Context: an optimization exercise on an open-source flow, tuned for small area, a short achievable clock period and few clock cycles per item. The choices shown serve that exercise and are no tape-out recipe. Only simulation tests tie the RTL to the original design; equivalence was not proved. Power and IR drop assume default switching activity.

==> flow/design.v (outline; a module is shown in full before it is edited, if it fits) <==
// module csc_fp_add_s1: 31 lines
// module csc_fp_add_s2: 20 lines
// module csc_fp_add_s3: 55 lines
// module csc_fp_add: 12 lines
// module csc_fp_add3: 21 lines
// module csc_fp_mul_s1: 24 lines
// module csc_fp_mul_s2: 10 lines
// module csc_fp_mul_s3: 24 lines
// module csc_fp_mul_s4: 29 lines
// module csc_fp_mul: 13 lines
// module csc_fp_mul4: 24 lines
// module csc_fp_norm24: 17 lines
// module csc_mul2412: 469 lines
// module csc_fp_round: 26 lines
// module csc_elem: 306 lines
module csc_elem (
    input  wire        clk,
    input  wire        rst,         
    input  wire        in_valid,
    output wire        in_ready,
    input  wire [2:0]  in_op,       
    input  wire [31:0] in_max,      
    input  wire [31:0] in_half,     
    input  wire [31:0] in_kscale,   
    input  wire [31:0] in_x0,
    input  wire [31:0] in_x1,
    input  wire [31:0] in_x2,
    input  wire [31:0] in_x3,
    output wire        out_valid,
    input  wire        out_ready,
    output wire [31:0] out_y0,
    output wire [31:0] out_y1,
    output wire [31:0] out_y2
);
  // ...
==> flow/run.sh <==
#!/bin/bash
# synth_recipe.tcl (not shown) runs the flow's synth.tcl, then flattens the netlist and writes it again
# the make line also repeats each setting of config.mk as NAME=value (left out here)
make -C /OpenROAD-flow-scripts/flow DESIGN_CONFIG=/design/flow/config.mk WORK_HOME=/design/flow/orfs CLKGATE_MAP_FILE= SYNTH_SCRIPT=/design/flow/synth_recipe.tcl finish
==> flow/config.mk <==
export PLATFORM = sky130hd
export DESIGN_NAME = csc_elem
export DESIGN_NICKNAME = csc_elem
export VERILOG_FILES = /design/flow/design.v
export SDC_FILE = /design/flow/constraint.sdc
export NUM_CORES = 4
export LEC_CHECK = 0
export CAP_MARGIN = 20
export CORE_MARGIN = 2
export CORE_UTILIZATION = 45
export PLACE_DENSITY = 0.6
export SLEW_MARGIN = 20
==> flow/constraint.sdc <==
create_clock -name core_clock -period 28.0 [get_ports {clk}]
set_input_delay 5.6000 -clock core_clock [delete_from_list [all_inputs] [get_ports {clk}]]
set_output_delay 5.6000 -clock core_clock [all_outputs]
set_load 0.01 [all_outputs]
==> flow_summary.yaml, run 1 <==
drt:
  drt_drc_violations_left: 0
  detailroute.wirelength.met2_um: 340200
  wire_per_inst_um: 22.23
layout:
  postLayoutCoreUtil: 0.4925
  n_all_buffers: 659
  multiInputGateArea_um2: 143900
  area.growth.synth_to_final_pct: 9.198
  instances_no_fill: 32850
  largestClassByArea: "multi-input combinational cells"
  clkbuf_count: 442
  drive_above_1_share: 0.06178
timing:
  setup_slack_ns: 19.69
  post_route_minimum_period_ns: 8.308
  finalSetupViolations: 0
  hold_viol: 0
  finalMaxSlewViolations: 0
synth:
  synth_top_cells_by_count: "edfxtp_1 (3132), inv_1 (2475), nand2_1 (2382), nor2_1 (2076), fa_1 (1705)"
  synth-main-ff-cell: "edfxtp_1"
  synthesis.yosys.warnings: 6
  post-synth-top-count-cell: "edfxtp_1"
  multiplexer_area_fraction_after_synthesis: 0.06728
  synth-compound-area-share: 0.1179
  synth_largest_area_cell: "edfxtp_1"
clocking:
  post_cts_buffers: 0
  cts-buffers-inserted: 373
placement:
  port_buffers: 328
  final_weighted_congestion_of_routability_driven_global_placement: 0.9391
  hpwl_um: 546900
hold_path:
  hp-start: "pb4b[26]$_DFFE_PN_"
worst_setup_path:
  endpoint_kind: "primary output"
  critical_path_depth: 3
  cp_top_family: "buffers and inverters"
  timing.reg2reg.setup_slack_ns: 20.07
  timing.critical_path.from: "ph[0]$_SDFFE_PP0N_"
run_status:
  run_status: "finished clean"
global_route:
  grt_pass1_vias: 184900
  grt_start_max_net_pins: 184
pwr:
  intPower_mw: 10.75
  pwr-share-comb: 0.272
floorplan:
  die-area_um2: 575700
  core-area_um2: 568400
  tapCellCount: 7533
Testbench counts, summed over its fixed seeds: cycles 7,448, items 2,400.
==> module csc_fp_mul_s1, before the edit <==
module csc_fp_mul_s1 (
    input  wire [31:0] a,
    input  wire [31:0] b,
    output wire [66:0] m1
);
    wire        s  = a[31] ^ b[31];
    wire [7:0]  ea = a[30:23];
    wire [7:0]  eb = b[30:23];
    wire        a_nan  = (ea == 8'hFF) && (a[22:0] != 0);
    wire        b_nan  = (eb == 8'hFF) && (b[22:0] != 0);
    wire        a_inf  = (ea == 8'hFF) && (a[22:0] == 0);
    wire        b_inf  = (eb == 8'hFF) && (b[22:0] == 0);
    wire        a_zero = (a[30:0] == 0);
    wire        b_zero = (b[30:0] == 0);
    wire [1:0]  spec = (a_nan || b_nan || (a_inf && b_zero) || (b_inf && a_zero)) ? 2'd1 :
                       (a_inf || b_inf) ? 2'd2 : (a_zero || b_zero) ? 2'd3 : 2'd0;
    wire [23:0] na, nb;
    wire [4:0]  lza, lzb;
    csc_fp_norm24 u_na (.m({ea != 0, a[22:0]}), .n(na), .lz(lza));
    csc_fp_norm24 u_nb (.m({eb != 0, b[22:0]}), .n(nb), .lz(lzb));
    wire [9:0]  exs = {2'b00, (ea == 0) ? 8'd1 : ea} + {2'b00, (eb == 0) ? 8'd1 : eb} - 10'd127;
    wire [5:0]  lzs = {1'b0, lza} + {1'b0, lzb};
    assign m1 = {spec, s, exs, lzs, na, nb};
endmodule
==> module csc_fp_mul_s2, before the edit <==
module csc_fp_mul_s2 (
    input  wire [66:0] m1,
    output wire [84:0] m2
);
    wire [9:0]  ex = m1[63:54] - {4'd0, m1[53:48]};
    wire [35:0] ph, pl;
    csc_mul2412 u_ph (.a(m1[47:24]), .b(m1[23:12]), .p(ph));
    csc_mul2412 u_pl (.a(m1[47:24]), .b(m1[11:0]),  .p(pl));
    assign m2 = {m1[66:64], ex, ph, pl};
endmodule
==> module csc_fp_mul, before the edit <==
module csc_fp_mul (
    input  wire [31:0] a,
    input  wire [31:0] b,
    output wire [31:0] y
);
    wire [66:0] m1;
    wire [84:0] m2;
    wire [43:0] m3;
    csc_fp_mul_s1 u1 (.a(a), .b(b), .m1(m1));
    csc_fp_mul_s2 u2 (.m1(m1), .m2(m2));
    csc_fp_mul_s3 u3 (.m2(m2), .m3(m3));
    csc_fp_mul_s4 u4 (.m3(m3), .y(y));
endmodule
==> module csc_fp_mul4, before the edit <==
module csc_fp_mul4 (
    input  wire        clk,
    input  wire        en,
    input  wire [31:0] a,
    input  wire [31:0] b,
    output wire [31:0] y
);
    wire [66:0] m1;
    wire [84:0] m2;
    wire [43:0] m3;
    reg  [66:0] m1_r;
    reg  [84:0] m2_r;
    reg  [43:0] m3_r;
    csc_fp_mul_s1 u1 (.a(a), .b(b), .m1(m1));
    csc_fp_mul_s2 u2 (.m1(m1_r), .m2(m2));
    csc_fp_mul_s3 u3 (.m2(m2_r), .m3(m3));
    csc_fp_mul_s4 u4 (.m3(m3_r), .y(y));
    always @(posedge clk)
        if (en) begin
            m1_r <= m1;
            m2_r <= m2;
            m3_r <= m3;
        end
endmodule
==> module csc_elem, before the edit <==
module csc_elem (
    input  wire        clk,
    input  wire        rst,         
    input  wire        in_valid,
    output wire        in_ready,
    input  wire [2:0]  in_op,       
    input  wire [31:0] in_max,      
    input  wire [31:0] in_half,     
    input  wire [31:0] in_kscale,   
    input  wire [31:0] in_x0,
    input  wire [31:0] in_x1,
    input  wire [31:0] in_x2,
    input  wire [31:0] in_x3,
    output wire        out_valid,
    input  wire        out_ready,
    output wire [31:0] out_y0,
    output wire [31:0] out_y1,
    output wire [31:0] out_y2
);
    localparam [31:0] F_NZERO = 32'h80000000;    
    localparam [31:0] F_ONE   = 32'h3F800000;    
    localparam [31:0] C_1402 = 32'h3FB374BC, C_0344136 = 32'h3EB03298, C_0714136 = 32'h3F36D19E;
    localparam [31:0] C_1772 = 32'h3FE2D0E5, C_0299 = 32'h3E991687, C_0587 = 32'h3F1645A2;
    localparam [31:0] C_0114 = 32'h3DE978D5, C_0168736 = 32'h3E2CC921, C_0331264 = 32'h3EA99B6F;
    localparam [31:0] C_05 = 32'h3F000000, C_0418688 = 32'h3ED65E46, C_0081312 = 32'h3DA686E8;
    localparam [1:0] K_CMY = 2'd0, K_YCC = 2'd1, K_RGB = 2'd2;
    localparam TW = 12;
    localparam [TW-1:0] T0 = {TW{1'b0}};
    reg        stall;
    wire       adv = ~stall;
    reg [1:0]  ph;
    reg        started;
    reg [2:0]  s5_ctr, cur_s5;
    reg [1:0]  s4_ctr, s3_ctr, cur_s4, cur_s3;
    wire [1:0] in_kind = (in_op == 3'd3) ? K_YCC : (in_op == 3'd4) ? K_RGB :
                         (in_op == 3'd1 || in_op == 3'd2) ? K_CMY : K_RGB;
    wire       issue   = in_valid && (ph == 2'd0 || started);
    wire [6:0] is_slot = (ph == 2'd0) ? {s5_ctr, s4_ctr, s3_ctr} : {cur_s5, cur_s4, cur_s3};
    assign in_ready = started && (ph == 2'd2) && !stall;
    reg [31:0] ctx_m  [0:1];    
    reg [31:0] ctx_a  [0:4];    
    reg [31:0] ctx_k  [0:2];    
    reg [31:0] ctx_ks [0:2];    
    reg [31:0] ctx_kp [0:3];    
    reg [TW-1:0] tk0;
    reg [31:0]   p0_a, p0_b;
    reg          p0_sub;
    reg [31:0] sel_a, sel_b;
    reg        sel_sub;
    always @* begin
        sel_a = in_max; sel_b = in_x0; sel_sub = 1'b1;
        case (in_kind)
        K_YCC:
            case (ph)
            2'd0:    begin sel_a = in_x1;  sel_b = in_half; sel_sub = 1'b1; end    
            2'd1:    begin sel_a = in_x2;  sel_b = in_half; sel_sub = 1'b1; end    
            default: begin sel_a = in_max; sel_b = F_NZERO; sel_sub = 1'b0; end    
            endcase
        default:    
            case (ph)
            2'd0:    begin sel_a = in_max; sel_b = in_x0; end
            2'd1:    begin sel_a = in_max; sel_b = in_x1; end
            default: begin sel_a = in_max; sel_b = in_x2; end
            endcase
        endcase
    end
    always @(posedge clk) begin
        if (rst) begin
            ph       <= 2'd0;
            started  <= 1'b0;
            s5_ctr   <= 3'd0;
            s4_ctr   <= 2'd0;
            s3_ctr   <= 2'd0;
            tk0      <= T0;
        end else if (adv) begin
            ph  <= (ph == 2'd2) ? 2'd0 : ph + 2'd1;
            tk0 <= {issue, in_kind, ph, is_slot};
            if (ph == 2'd0 && in_valid) begin
                started  <= 1'b1;
                cur_s5   <= s5_ctr;
                cur_s4   <= s4_ctr;
                s5_ctr   <= (s5_ctr == 3'd4) ? 3'd0 : s5_ctr + 3'd1;
                cur_s3   <= s3_ctr;
                s4_ctr   <= s4_ctr + 2'd1;
                s3_ctr   <= (s3_ctr == 2'd2) ? 2'd0 : s3_ctr + 2'd1;
            end else if (ph == 2'd2) begin
                started  <= 1'b0;
            end
        end
        if (!rst && adv) begin
            p0_a   <= sel_a;
            p0_b   <= sel_b;
            p0_sub <= sel_sub;
            if (ph == 2'd0 && in_valid) begin
                ctx_m[s4_ctr[0]] <= in_max;
                ctx_a[s5_ctr]    <= (in_kind == K_YCC) ? in_x0 : in_half;
                ctx_k[s3_ctr]    <= in_x3;
                ctx_ks[s3_ctr]   <= in_kscale;
            end
        end
    end
    wire [31:0] p1_y;
    csc_fp_add3 u_p1 (.clk(clk), .en(adv), .a(p0_a), .b(p0_b), .sub(p0_sub), .y(p1_y));
    reg [TW-1:0] tk1a, tk1b, tk1;
    reg [31:0]   p1_r;
    always @(posedge clk) begin
        if (rst) begin tk1a <= T0; tk1b <= T0; tk1 <= T0; end
        else if (adv) begin tk1a <= tk0; tk1b <= tk1a; tk1 <= tk1b; end
        if (adv) p1_r <= p1_y;
    end
    wire [1:0]  k1 = tk1[10:9];
    wire [31:0] p2_a = (k1 == K_RGB) ? ctx_m[tk1[2]] : p1_r;
    wire [31:0] p2_b = (k1 == K_RGB) ? p1_r : F_NZERO;
    wire [31:0] p2_y;
    csc_fp_add3 u_p2 (.clk(clk), .en(adv), .a(p2_a), .b(p2_b), .sub(k1 == K_RGB), .y(p2_y));
    reg [TW-1:0] tk2a, tk2b, tk2;
    reg [31:0]   p2_r;
    always @(posedge clk) begin
        if (rst) begin tk2a <= T0; tk2b <= T0; tk2 <= T0; end
        else if (adv) begin tk2a <= tk1; tk2b <= tk2a; tk2 <= tk2b; end
        if (adv) p2_r <= p2_y;
    end
    reg [31:0] g0, g1, x0, x1, x2, kx, ksx;
    reg [TW-1:0] tkx;           
    reg [1:0]  l2_cnt;          
    reg        l2_v;
    wire       x_load = tk2[11] && tk2[8:7] == 2'd2;
    always @(posedge clk) begin
        if (rst) begin
            l2_cnt <= 2'd0;
            l2_v   <= 1'b0;
        end else if (adv) begin
            if (x_load)              begin l2_cnt <= 2'd0; l2_v <= 1'b1; end
            else if (l2_cnt == 2'd2) begin l2_cnt <= 2'd0; l2_v <= 1'b0; end
            else if (l2_v)           l2_cnt <= l2_cnt + 2'd1;
        end
        if (adv) begin
            if (tk2[8:7] == 2'd0) g0 <= p2_r;
            if (tk2[8:7] == 2'd1) g1 <= p2_r;
            if (x_load) begin
                x0 <= g0; x1 <= g1; x2 <= p2_r; tkx <= tk2;
                kx <= ctx_k[tk2[1:0]]; ksx <= ctx_ks[tk2[1:0]];
            end
        end
    end
    wire [1:0]  lk = tkx[10:9];
    wire [6:0]  ls = tkx[6:0];
    wire [1:0]  lc = l2_cnt;
    wire [TW-1:0] tkl2 = {l2_v, lk, lc, ls};
    reg [31:0] ma_a, ma_b, mb_a, mb_b, mc_a, mc_b;
    always @* begin
        ma_a = x0; ma_b = F_ONE; mb_a = x1; mb_b = F_ONE; mc_a = x2; mc_b = F_ONE;
        case (lk)
        K_RGB:
            case (lc)
            2'd0:    begin ma_b = C_0299;    mb_b = C_0587;    mc_b = C_0114;    end
            2'd1:    begin ma_b = C_0168736; mb_b = C_0331264; mc_b = C_05;      end
            default: begin ma_b = C_05;      mb_b = C_0418688; mc_b = C_0081312; end
            endcase
        K_YCC:
            case (lc)
            2'd0:    begin ma_a = x1; ma_b = C_1402; mb_a = kx; mb_b = ksx; end
            2'd1:    begin ma_a = x0; ma_b = C_0344136; mb_a = x1; mb_b = C_0714136; end
            default: begin ma_a = x0; ma_b = C_1772; end
            endcase
        default:    
            case (lc)
            2'd0:    ma_a = x0;
            2'd1:    ma_a = x1;
            default: ma_a = x2;
            endcase
        endcase
    end
    wire [31:0] ma_y, mb_y, mc_y;
    csc_fp_mul4 u_ma (.clk(clk), .en(adv), .a(ma_a), .b(ma_b), .y(ma_y));
    csc_fp_mul4 u_mb (.clk(clk), .en(adv), .a(mb_a), .b(mb_b), .y(mb_y));
    csc_fp_mul4 u_mc (.clk(clk), .en(adv), .a(mc_a), .b(mc_b), .y(mc_y));
    reg [TW-1:0] tk3a, tk3b, tk3c, tk3;
    reg [31:0]   pa, pb, pc;
    always @(posedge clk) begin
        if (rst) begin tk3a <= T0; tk3b <= T0; tk3c <= T0; tk3 <= T0; end
        else if (adv) begin tk3a <= tkl2; tk3b <= tk3a; tk3c <= tk3b; tk3 <= tk3c; end
        if (adv) begin pa <= ma_y; pb <= mb_y; pc <= mc_y; end
    end
    wire [1:0]  k3 = tk3[10:9];
    wire [1:0]  c3 = tk3[8:7];
    always @(posedge clk)
        if (adv && tk3[11] && k3 == K_YCC && c3 == 2'd0) ctx_kp[tk3[3:2]] <= pb;
    reg [31:0] a3_r;
    wire [31:0] a3 = (c3 == 2'd0) ? ctx_a[tk3[6:4]] : a3_r;
    always @(posedge clk)
        if (adv && c3 == 2'd0) a3_r <= ctx_a[tk3[6:4]];
    reg [31:0] l3_a, l3_b;
    reg        l3_sub;
    always @* begin
        l3_a = a3; l3_b = pa; l3_sub = 1'b0;
        case (k3)
        K_RGB:   begin
                     if (c3 == 2'd0) l3_a = pb;
                     l3_sub = (c3 == 2'd1);
                 end
        K_YCC:   l3_sub = (c3 == 2'd1);
        default: begin l3_a = pa; l3_b = F_NZERO; end
        endcase
    end
    wire [31:0] l3_y;
    csc_fp_add3 u_l3 (.clk(clk), .en(adv), .a(l3_a), .b(l3_b), .sub(l3_sub), .y(l3_y));
    reg [TW-1:0] tk4a, tk4b, tk4;
    reg [31:0]   s4, pb4a, pc4a, pb4b, pc4b, pb4, pc4;
    always @(posedge clk) begin
        if (rst) begin tk4a <= T0; tk4b <= T0; tk4 <= T0; end
        else if (adv) begin tk4a <= tk3; tk4b <= tk4a; tk4 <= tk4b; end
        if (adv) begin
            s4 <= l3_y;
            pb4a <= pb; pb4b <= pb4a; pb4 <= pb4b;
            pc4a <= pc; pc4b <= pc4a; pc4 <= pc4b;
        end
    end
    wire [1:0]  k4 = tk4[10:9];
    wire [1:0]  c4 = tk4[8:7];
    reg [31:0] l4_b;
    reg        l4_sub;
    always @* begin
        l4_b = F_NZERO; l4_sub = 1'b0;
        if (k4 == K_RGB) begin
            l4_b = (c4 == 2'd0) ? pc4 : pb4;
            l4_sub = (c4 != 2'd0);
        end else if (k4 == K_YCC && c4 == 2'd1) begin
            l4_b = pb4; l4_sub = 1'b1;
        end
    end
    wire [31:0] l4_y;
    csc_fp_add3 u_l4 (.clk(clk), .en(adv), .a(s4), .b(l4_b), .sub(l4_sub), .y(l4_y));
    reg [TW-1:0] tk5a, tk5b, tk5, tkr;
    reg [31:0]   s5, pc5a, pc5b, pc5, pcr, sr;
    wire [31:0] rnd_y;
    csc_fp_round u_rnd (.x(s5), .y(rnd_y));
    always @(posedge clk) begin
        if (rst) begin tk5a <= T0; tk5b <= T0; tk5 <= T0; tkr <= T0; end
        else if (adv) begin tk5a <= tk4; tk5b <= tk5a; tk5 <= tk5b; tkr <= tk5; end
        if (adv) begin
            s5 <= l4_y;
            pc5a <= pc4; pc5b <= pc5a; pc5 <= pc5b; pcr <= pc5;
            sr <= (tk5[10:9] == K_YCC) ? rnd_y : s5;
        end
    end
    wire [1:0]  k5 = tkr[10:9];
    wire [1:0]  c5 = tkr[8:7];
    reg [31:0] l5_a, l5_b;
    reg        l5_sub;
    always @* begin
        l5_a = sr; l5_b = F_NZERO; l5_sub = 1'b0;
        if (k5 == K_YCC) begin
            l5_a = pcr; l5_b = sr; l5_sub = 1'b1;
        end else if (k5 == K_RGB && c5 != 2'd0) begin
            l5_b = pcr; l5_sub = (c5 == 2'd2);
        end
    end
    wire [31:0] l5_y;
    csc_fp_add3 u_l5 (.clk(clk), .en(adv), .a(l5_a), .b(l5_b), .sub(l5_sub), .y(l5_y));
    reg [TW-1:0] tk6a, tk6b, tk6;
    reg [31:0]   d6;
    always @(posedge clk) begin
        if (rst) begin tk6a <= T0; tk6b <= T0; tk6 <= T0; end
        else if (adv) begin tk6a <= tkr; tk6b <= tk6a; tk6 <= tk6b; end
        if (adv) d6 <= l5_y;
    end
    reg [31:0] kp6_r;
    wire [31:0] kp6 = (tk6[8:7] == 2'd0) ? ctx_kp[tk6[3:2]] : kp6_r;
    always @(posedge clk)
        if (adv && tk6[8:7] == 2'd0) kp6_r <= ctx_kp[tk6[3:2]];
    wire [31:0] l6_b = (tk6[10:9] == K_YCC) ? kp6 : F_ONE;
    wire [31:0] l6_y;
    csc_fp_mul4 u_l6 (.clk(clk), .en(adv), .a(d6), .b(l6_b), .y(l6_y));
    reg [TW-1:0] tk7a, tk7b, tk7c, tk7;
    reg [31:0]   y7;
    always @(posedge clk) begin
        if (rst) begin tk7a <= T0; tk7b <= T0; tk7c <= T0; tk7 <= T0; end
        else if (adv) begin tk7a <= tk6; tk7b <= tk7a; tk7c <= tk7b; tk7 <= tk7c; end
        if (adv) y7 <= l6_y;
    end
    reg [31:0] ya0, ya1, o0, o1, o2;
    reg        ov;
    wire       done    = tk7[11] && tk7[8:7] == 2'd2;
    wire       load    = adv && done;
    wire       ov_next = load || (ov && !out_ready);
    wire [TW-1:0] tk7_next = adv ? tk7c : tk7;
    always @(posedge clk) begin
        if (rst) begin
            ov    <= 1'b0;
            stall <= 1'b0;
        end else begin
            ov    <= ov_next;
            stall <= ov_next && tk7_next[11] && tk7_next[8:7] == 2'd2;
        end
        if (adv) begin
            if (tk7[11] && tk7[8:7] == 2'd0) ya0 <= y7;
            if (tk7[11] && tk7[8:7] == 2'd1) ya1 <= y7;
            if (done) begin o0 <= ya0; o1 <= ya1; o2 <= y7; end
        end
    end
    assign out_valid = ov;
    assign out_y0 = o0;
    assign out_y1 = o1;
    assign out_y2 = o2;
endmodule
==> run 2: changes to the inputs <==
--- a/flow/design.v
+++ b/flow/design.v
@@ -141,5 +141,5 @@
     input  wire [31:0] a,
     input  wire [31:0] b,
-    output wire [66:0] m1
+    output wire [70:0] m1
 );
     wire        s  = a[31] ^ b[31];
@@ -159,16 +159,15 @@
     csc_fp_norm24 u_nb (.m({eb != 0, b[22:0]}), .n(nb), .lz(lzb));
     wire [9:0]  exs = {2'b00, (ea == 0) ? 8'd1 : ea} + {2'b00, (eb == 0) ? 8'd1 : eb} - 10'd127;
-    wire [5:0]  lzs = {1'b0, lza} + {1'b0, lzb};
-    assign m1 = {spec, s, exs, lzs, na, nb};
+    assign m1 = {spec, s, exs, lza, lzb, na, nb};
 endmodule
 module csc_fp_mul_s2 (
-    input  wire [66:0] m1,
+    input  wire [70:0] m1,
     output wire [84:0] m2
 );
-    wire [9:0]  ex = m1[63:54] - {4'd0, m1[53:48]};
+    wire [9:0]  ex = m1[67:58] - {5'd0, m1[57:53]} - {5'd0, m1[52:48]};
     wire [35:0] ph, pl;
     csc_mul2412 u_ph (.a(m1[47:24]), .b(m1[23:12]), .p(ph));
     csc_mul2412 u_pl (.a(m1[47:24]), .b(m1[11:0]),  .p(pl));
-    assign m2 = {m1[66:64], ex, ph, pl};
+    assign m2 = {m1[70:68], ex, ph, pl};
 endmodule
 module csc_fp_mul_s3 (
@@ -230,5 +229,5 @@
     output wire [31:0] y
 );
-    wire [66:0] m1;
+    wire [70:0] m1;
     wire [84:0] m2;
     wire [43:0] m3;
@@ -245,8 +244,8 @@
     output wire [31:0] y
 );
-    wire [66:0] m1;
+    wire [70:0] m1;
     wire [84:0] m2;
     wire [43:0] m3;
-    reg  [66:0] m1_r;
+    reg  [70:0] m1_r;
     reg  [84:0] m2_r;
     reg  [43:0] m3_r;
@@ -812,5 +811,10 @@
     wire       issue   = in_valid && (ph == 2'd0 || started);
     wire [6:0] is_slot = (ph == 2'd0) ? {s5_ctr, s4_ctr, s3_ctr} : {cur_s5, cur_s4, cur_s3};
-    assign in_ready = started && (ph == 2'd2) && !stall;
+    reg        in_ready_r;
+    assign in_ready = in_ready_r;
+    wire [1:0] ph_n      = adv ? ((ph == 2'd2) ? 2'd0 : ph + 2'd1) : ph;
+    wire       started_n = !adv ? started : (ph == 2'd0 && in_valid) ? 1'b1 :
+                           (ph == 2'd2) ? 1'b0 : started;
+    wire       stall_n;
     reg [31:0] ctx_m  [0:1];    
     reg [31:0] ctx_a  [0:4];    
@@ -842,4 +846,5 @@
     always @(posedge clk) begin
         if (rst) begin
+            in_ready_r <= 1'b0;
             ph       <= 2'd0;
             started  <= 1'b0;
@@ -848,9 +853,12 @@
             s3_ctr   <= 2'd0;
             tk0      <= T0;
-        end else if (adv) begin
-            ph  <= (ph == 2'd2) ? 2'd0 : ph + 2'd1;
+        end else begin
+            in_ready_r <= started_n && ph_n == 2'd2 && !stall_n;
+        end
+        if (!rst && adv) begin
+            ph  <= ph_n;
+            started <= started_n;
             tk0 <= {issue, in_kind, ph, is_slot};
             if (ph == 2'd0 && in_valid) begin
-                started  <= 1'b1;
                 cur_s5   <= s5_ctr;
                 cur_s4   <= s4_ctr;
@@ -859,6 +867,4 @@
                 s4_ctr   <= s4_ctr + 2'd1;
                 s3_ctr   <= (s3_ctr == 2'd2) ? 2'd0 : s3_ctr + 2'd1;
-            end else if (ph == 2'd2) begin
-                started  <= 1'b0;
             end
         end
@@ -900,4 +906,5 @@
     reg [1:0]  l2_cnt;          
     reg        l2_v;
+    reg        l2_kp;           
     wire       x_load = tk2[11] && tk2[8:7] == 2'd2;
     always @(posedge clk) begin
@@ -905,5 +912,7 @@
             l2_cnt <= 2'd0;
             l2_v   <= 1'b0;
+            l2_kp  <= 1'b0;
         end else if (adv) begin
+            l2_kp <= x_load && tk2[10:9] == K_YCC;
             if (x_load)              begin l2_cnt <= 2'd0; l2_v <= 1'b1; end
             else if (l2_cnt == 2'd2) begin l2_cnt <= 2'd0; l2_v <= 1'b0; end
@@ -923,17 +932,17 @@
     wire [1:0]  lc = l2_cnt;
     wire [TW-1:0] tkl2 = {l2_v, lk, lc, ls};
-    reg [31:0] ma_a, ma_b, mb_a, mb_b, mc_a, mc_b;
+    reg [31:0] ma_a, ma_b, mb_a, mb_b;
     always @* begin
-        ma_a = x0; ma_b = F_ONE; mb_a = x1; mb_b = F_ONE; mc_a = x2; mc_b = F_ONE;
+        ma_a = x0; ma_b = F_ONE; mb_a = x1; mb_b = F_ONE;
         case (lk)
         K_RGB:
             case (lc)
-            2'd0:    begin ma_b = C_0299;    mb_b = C_0587;    mc_b = C_0114;    end
-            2'd1:    begin ma_b = C_0168736; mb_b = C_0331264; mc_b = C_05;      end
-            default: begin ma_b = C_05;      mb_b = C_0418688; mc_b = C_0081312; end
+            2'd0:    begin ma_b = C_0299;    mb_b = C_0587;    end
+            2'd1:    begin ma_b = C_0168736; mb_b = C_0331264; end
+            default: begin ma_b = C_05;      mb_b = C_0418688; end
             endcase
         K_YCC:
             case (lc)
-            2'd0:    begin ma_a = x1; ma_b = C_1402; mb_a = kx; mb_b = ksx; end
+            2'd0:    begin ma_a = x1; ma_b = C_1402; end
             2'd1:    begin ma_a = x0; ma_b = C_0344136; mb_a = x1; mb_b = C_0714136; end
             default: begin ma_a = x0; ma_b = C_1772; end
@@ -947,14 +956,15 @@
         endcase
     end
-    wire [31:0] ma_y, mb_y, mc_y;
+    wire [31:0] mb_a2 = l2_kp ? kx  : mb_a;
+    wire [31:0] mb_b2 = l2_kp ? ksx : mb_b;
+    wire [31:0] ma_y, mb_y;
     csc_fp_mul4 u_ma (.clk(clk), .en(adv), .a(ma_a), .b(ma_b), .y(ma_y));
-    csc_fp_mul4 u_mb (.clk(clk), .en(adv), .a(mb_a), .b(mb_b), .y(mb_y));
-    csc_fp_mul4 u_mc (.clk(clk), .en(adv), .a(mc_a), .b(mc_b), .y(mc_y));
+    csc_fp_mul4 u_mb (.clk(clk), .en(adv), .a(mb_a2), .b(mb_b2), .y(mb_y));
     reg [TW-1:0] tk3a, tk3b, tk3c, tk3;
-    reg [31:0]   pa, pb, pc;
+    reg [31:0]   pa, pb;
     always @(posedge clk) begin
         if (rst) begin tk3a <= T0; tk3b <= T0; tk3c <= T0; tk3 <= T0; end
         else if (adv) begin tk3a <= tkl2; tk3b <= tk3a; tk3c <= tk3b; tk3 <= tk3c; end
-        if (adv) begin pa <= ma_y; pb <= mb_y; pc <= mc_y; end
+        if (adv) begin pa <= ma_y; pb <= mb_y; end
     end
     wire [1:0]  k3 = tk3[10:9];
@@ -962,8 +972,7 @@
     always @(posedge clk)
         if (adv && tk3[11] && k3 == K_YCC && c3 == 2'd0) ctx_kp[tk3[3:2]] <= pb;
-    reg [31:0] a3_r;
-    wire [31:0] a3 = (c3 == 2'd0) ? ctx_a[tk3[6:4]] : a3_r;
+    reg [31:0] a3;
     always @(posedge clk)
-        if (adv && c3 == 2'd0) a3_r <= ctx_a[tk3[6:4]];
+        if (adv && tk3c[8:7] == 2'd0) a3 <= ctx_a[tk3c[6:4]];
     reg [31:0] l3_a, l3_b;
     reg        l3_sub;
@@ -982,5 +991,5 @@
     csc_fp_add3 u_l3 (.clk(clk), .en(adv), .a(l3_a), .b(l3_b), .sub(l3_sub), .y(l3_y));
     reg [TW-1:0] tk4a, tk4b, tk4;
-    reg [31:0]   s4, pb4a, pc4a, pb4b, pc4b, pb4, pc4;
+    reg [31:0]   s4, pb4a, pb4b, pb4;
     always @(posedge clk) begin
         if (rst) begin tk4a <= T0; tk4b <= T0; tk4 <= T0; end
@@ -989,7 +998,21 @@
             s4 <= l3_y;
             pb4a <= pb; pb4b <= pb4a; pb4 <= pb4b;
-            pc4a <= pc; pc4b <= pc4a; pc4 <= pc4b;
         end
     end
+    reg [31:0] xc1, xc2, xc3;
+    always @(posedge clk)
+        if (adv) begin
+            if (tkl2[11] && tkl2[8:7] == 2'd2) xc1 <= x2;
+            if (tk3c[11] && tk3c[8:7] == 2'd2) xc2 <= xc1;
+            if (tk3[11]  && tk3[8:7]  == 2'd2) xc3 <= xc2;
+        end
+    reg [31:0] mc_b;
+    always @*
+        if (tk4[10:9] == K_RGB)
+            mc_b = (tk4[8:7] == 2'd0) ? C_0114 : (tk4[8:7] == 2'd1) ? C_05 : C_0081312;
+        else
+            mc_b = F_ONE;
+    wire [31:0] mc_y;
+    csc_fp_mul4 u_mc (.clk(clk), .en(adv), .a(xc3), .b(mc_b), .y(mc_y));
     wire [1:0]  k4 = tk4[10:9];
     wire [1:0]  c4 = tk4[8:7];
@@ -998,8 +1021,5 @@
     always @* begin
         l4_b = F_NZERO; l4_sub = 1'b0;
-        if (k4 == K_RGB) begin
-            l4_b = (c4 == 2'd0) ? pc4 : pb4;
-            l4_sub = (c4 != 2'd0);
-        end else if (k4 == K_YCC && c4 == 2'd1) begin
+        if ((k4 == K_RGB && c4 != 2'd0) || (k4 == K_YCC && c4 == 2'd1)) begin
             l4_b = pb4; l4_sub = 1'b1;
         end
@@ -1008,5 +1028,5 @@
     csc_fp_add3 u_l4 (.clk(clk), .en(adv), .a(s4), .b(l4_b), .sub(l4_sub), .y(l4_y));
     reg [TW-1:0] tk5a, tk5b, tk5, tkr;
-    reg [31:0]   s5, pc5a, pc5b, pc5, pcr, sr;
+    reg [31:0]   s5, pcr, sr;
     wire [31:0] rnd_y;
     csc_fp_round u_rnd (.x(s5), .y(rnd_y));
@@ -1016,5 +1036,5 @@
         if (adv) begin
             s5 <= l4_y;
-            pc5a <= pc4; pc5b <= pc5a; pc5 <= pc5b; pcr <= pc5;
+            pcr <= mc_y;
             sr <= (tk5[10:9] == K_YCC) ? rnd_y : s5;
         end
@@ -1028,5 +1048,5 @@
         if (k5 == K_YCC) begin
             l5_a = pcr; l5_b = sr; l5_sub = 1'b1;
-        end else if (k5 == K_RGB && c5 != 2'd0) begin
+        end else if (k5 == K_RGB) begin
             l5_b = pcr; l5_sub = (c5 == 2'd2);
         end
@@ -1041,9 +1061,7 @@
         if (adv) d6 <= l5_y;
     end
-    reg [31:0] kp6_r;
-    wire [31:0] kp6 = (tk6[8:7] == 2'd0) ? ctx_kp[tk6[3:2]] : kp6_r;
+    reg [31:0] l6_b;
     always @(posedge clk)
-        if (adv && tk6[8:7] == 2'd0) kp6_r <= ctx_kp[tk6[3:2]];
-    wire [31:0] l6_b = (tk6[10:9] == K_YCC) ? kp6 : F_ONE;
+        if (adv && tk6b[8:7] == 2'd0) l6_b <= (tk6b[10:9] == K_YCC) ? ctx_kp[tk6b[3:2]] : F_ONE;
     wire [31:0] l6_y;
     csc_fp_mul4 u_l6 (.clk(clk), .en(adv), .a(d6), .b(l6_b), .y(l6_y));
@@ -1061,4 +1079,5 @@
     wire       ov_next = load || (ov && !out_ready);
     wire [TW-1:0] tk7_next = adv ? tk7c : tk7;
+    assign stall_n = ov_next && tk7_next[11] && tk7_next[8:7] == 2'd2;
     always @(posedge clk) begin
         if (rst) begin
@@ -1067,5 +1086,5 @@
         end else begin
             ov    <= ov_next;
-            stall <= ov_next && tk7_next[11] && tk7_next[8:7] == 2'd2;
+            stall <= stall_n;
         end
         if (adv) begin
==> run 2 against run 1 <==
Still clean. Global-route usage is 0.12 points lower. Final cell count fell by 1.2%. Critical path depth up 23. Flip-flop and latch count decreased by 130. Non-clock buffer count down 23. Maximum frequency about the same. Worst hold slack worse by 0.0023 ns. Setup slack worse by 0.0029 ns.
==> flow_summary.yaml, run 2 <==
timing:
  hold_viol: 0
  finalMaxSlewViolations: 0
  post_route_minimum_period_ns: 8.311
  rsz0062_at_grt: "false"
  max-slew-margin-rel: 0.2000
  hold_slack_ns: 0.3900
  finalClockSkew_ns: 0.08750
  timing.fmax_mhz: 120.3
  timing.final.crit_share: 0.2968
  tightestPinTransition_ns: 1.200
  finalSetupViolations: 0
  fin_setup_tns_ns: 0
worst_setup_path:
  cp.arrival_ns: 9.02
  cp_data_required_time_ns: 28.71
  endpoint_kind: "register"
  timing.rr.end: "s5[8]$_SDFFCE_PP0N_"
  r2r_start: "u_l4.m2_r[23]$_DFFE_PN_"
  timing.reg2reg.setup_slack_ns: 19.69
  cp-start-kind: "register"
  cp_max_fo: 22
  critical_path_class: "reg -> reg"
  ff2ff_path_depth: 26
global_route:
  wire_length_of_the_first_global_routing_pass_um: 1106000
  grt_antenna_before_repair: 36
  global_routing_met2_resource_utilization: 0.4004
  globalRouteMet1Util: 0.3422
  grt_start_max_net_pins: 179
  groute.usage.overall: 0.2475
  grt-ovfl-total: 0
  global_route.peak_usage_layer: "met2"
  grt.met3_usage: 0.03326
  grt_pass1_vias: 183000
job:
  drv.max_cap_violation_count: 0
clocking:
  hold_buffers: 0
  root_buffer: "clkbuf_16"
  htree_levels: 5
  clock_latency_ns: 1.03
  cts-buffers-inserted: 361
  post_cts_resize_count: 0
  cts_tree: "done"
  post_cts_buffers: 0
  clk_path_buf_depth: 4
  numClockSinks: 3229
  reg_clk_slew_reported_paths_ns: 0.06
drt:
  drt-pass1-iter-count: 10
  vias: 186700
  route.final.wire_length_um: 720500
  post_drt_via_cell_ratio: 5.755
  antenna_left: 0
  drt_first_iter_violations: 16540
  wire_per_inst_um: 22.21
  drt_drc_violations_left: 0
hold_path:
  hp-start: "u_p2.m1_r[63]$_DFFE_PN_"
  min_path_type: "reg -> reg"
  timing.hold.worst_endpoint: "u_p2.m2_r[65]$_DFFE_PN_"
  min_delay_path_depth: 0
floorplan:
  floorplan.die.width_um: 754.2
  std_cell_rows: 275
  core-area_um2: 560900
  dieHeight_um: 754.2
  die-area_um2: 568800
  design.portCount: 329
  start_util: 0.4515
placement:
  port_buffers: 328
  final_weighted_congestion_of_routability_driven_global_placement: 0.9376
  hpwl_um: 541200
  dp.cells: 31760
layout:
  instances_no_fill: 32440
  final.fill_count: 51320
  mostFrequentLayoutCells: "edfxtp_1 (3027), inv_1 (2436), nand2_1 (2157)"
  regMostFlops: "ctx_a"
  largest_register_ffs: 160
  final_common_cell: "edfxtp_1"
  final_net_count: 27780
  area.growth.synth_to_final_pct: 8.996
  drive_above_1_share: 0.06527
pwr:
  leakage_nw: 114.8
  power.density_nw_per_um2: 56.38
  worst_ir_drop_vdd_mv: 0.05578
synth:
  synth.yosys.seq_area_share: 0.3749
  synth-main-ff-cell: "edfxtp_1"
  yosys-top-cells-area: "edfxtp_1 (36%), fa_1 (14%), ha_1 (5.8%)"
  synthesis.area_per_instance_um2: 10.17
  post_synth_inst_count: 24890
  synth_edf_count: 3027
  synthesis.yosys.warnings: 6
  synthArstFlopShare: 0
  yosys_register_bits: 3229
  mappedNetlistArea_um2: 253200
  yosysTopAreaCellShare: 0.3590
  ys_types: 126
  synth_largest_area_cell: "edfxtp_1"
  post-synth-top-count-cell: "edfxtp_1"
  synth_fp_nets: 28020
  synth_top_cells_by_count: "edfxtp_1 (3027), inv_1 (2438), nand2_1 (2158), nor2_1 (1878), fa_1 (1711)"
run_status:
  run_status: "finished clean"
run 2: area by class of cell:
| cell class | count | area (µm²) | share of cell area |
|---|---|---|---|
| Clock inverter | 233 | 2570 | 0.009311 |
| Clock buffer | 433 | 9472 | 0.03432 |
| Multi-Input combinational cell | 17950 | 144600 | 0.5238 |
| Timing Repair Buffer | 636 | 5749 | 0.02083 |
| Inverter | 2479 | 9311 | 0.03374 |
| Sequential cell | 3229 | 94960 | 0.3441 |
| Antenna cell | 9 | 22.52 | 0.00008160 |
| Tap cell | 7479 | 9358 | 0.03390 |
run 2: worst max-delay path, stage by stage, from the launching register on:
cell	delay, ns
edfxtp_1	0.47
nor4_1	0.84
nand4_2	0.45
nor3_4	0.70
inv_2	0.28
o21ai_0	0.34
a21o_1	0.23
o41a_1	0.54
nand2_1	0.49
inv_1	0.57
ha_1	0.24
nor2b_1	0.05
o21ai_0	0.16
nand2b_1	0.09
and2_1	0.17
o21ai_0	0.24
nor3b_1	0.25
a41oi_1	0.08
xnor2_1	0.28
and3_1	0.25
nand2_1	0.07
o311ai_0	0.48
nor2_1	0.21
o21ai_1	0.13
buf_4	0.26
nor2_1	0.07
o21a_1	0.10
run 2: worst max path at each step:
stage | start | to | slack (ns) | cells past startpoint
2_1_floorplan | stall$_SDFF_PP0_ | in_ready_r$_SDFF_PP0_ | -1.45 | 7
3_3_place_gp | rst | ctx_a[1][0]$_DFFE_PP_ | 19.78 | 6
3_5_place_dp | rst | ctx_a[3][3]$_DFFE_PP_ | 19.74 | 6
4_1_cts | u_l4.m2_r[26]$_DFFE_PN_ | s5[8]$_SDFFCE_PP0N_ | 19.85 | 26
5_1_grt | u_l4.m2_r[23]$_DFFE_PN_ | s5[8]$_SDFFCE_PP0N_ | 18.80 | 26
6_report | u_l4.m2_r[23]$_DFFE_PN_ | s5[8]$_SDFFCE_PP0N_ | 19.69 | 26
run 2: cells by family (layout without fill, tap and decap cells):
logic type / Yosys count / in the layout / share of synthesized area
buffers and inverters: 3719 / 3781 / 0.05565
AO/OA/AOI/OAI: 4812 / 4812 / 0.1221
multiplexers: 1434 / 1434 / 0.06857
AND/OR/NAND/NOR: 7906 / 7906 / 0.1539
adder cells (fa/ha/maj): 2899 / 2899 / 0.1939
other: 0 / 9 / 0
flip-flops: 3229 / 3229 / 0.3749
XOR/XNOR: 895 / 895 / 0.03096
run 2: report_power, final:
part / leakage [nW] / switching (mW) / internal, mW
combinational: 75.8 / 2.58 / 1.55
clock: 5.82 / 2.04 / 2.79
sequential: 33.2 / 0.718 / 5.88
total: 115 / 5.34 / 10.2
run 2: routing by layer:
layer / up-vias / share of wire
li1: 86970 / -
met4: 22 / 0.040
met1: 92200 / 0.43
met3: 1228 / 0.064
met2: 6291 / 0.46
met5: - / 0.00020
run 2: stage by stage:
step / power, mW / util / setup WS, ns / instance area [µm²]
final: 15.56 / 0.4921 / 19.69 / 276000
after global routing: 16.30 / 0.4921 / 18.80 / 276000
after CTS: 15.60 / 0.4918 / 19.85 / 275900
after floorplan: 9.280 / - / -1.452 / 253200
after detailed placement: 10.73 / 0.4704 / 19.74 / 263800
after global placement: 10.71 / 0.4704 / 19.78 / 263800
Testbench counts of run 2, summed over its fixed seeds: cycles 7,448, items 2,400.

[afterwards: timing with drivers on the ports]
The results above use ideal ports. As a check the final layouts listed here were re-extracted and re-timed, cells and wires unchanged.
Step 1, drivers: a clkbuf_16 drives clk and a buf_2 each remaining input, both assumed.
Step 2 also shifts input and output timing later by t, the mid clock arrival at the registers, as if the neighbouring blocks saw the same clock.
Three values: ideal, step 1, step 2; two values: the first two.
| run | t (ns) | slack for setup (ns) | worst hold slack (ns) | slew at the worst register clock pin (ns) | worst data-port slew with drivers (ns) |
|---|---|---|---|---|---|
| run 1 | 1.126 | 19.691 / 19.557 / 19.136 | 0.392 / 0.392 / 0.392 | 0.08 / 0.08 | 0.32 |
| run 2 | 1.107 | 19.689 / 19.689 / 19.689 | 0.390 / 0.390 / 0.390 | 0.07 / 0.07 | 0.25 |
After both steps setup and hold are still met in every run listed. The setup slack of run 1, which loses most, moves by -0.134 ns with the drivers and by -0.555 ns with both steps.
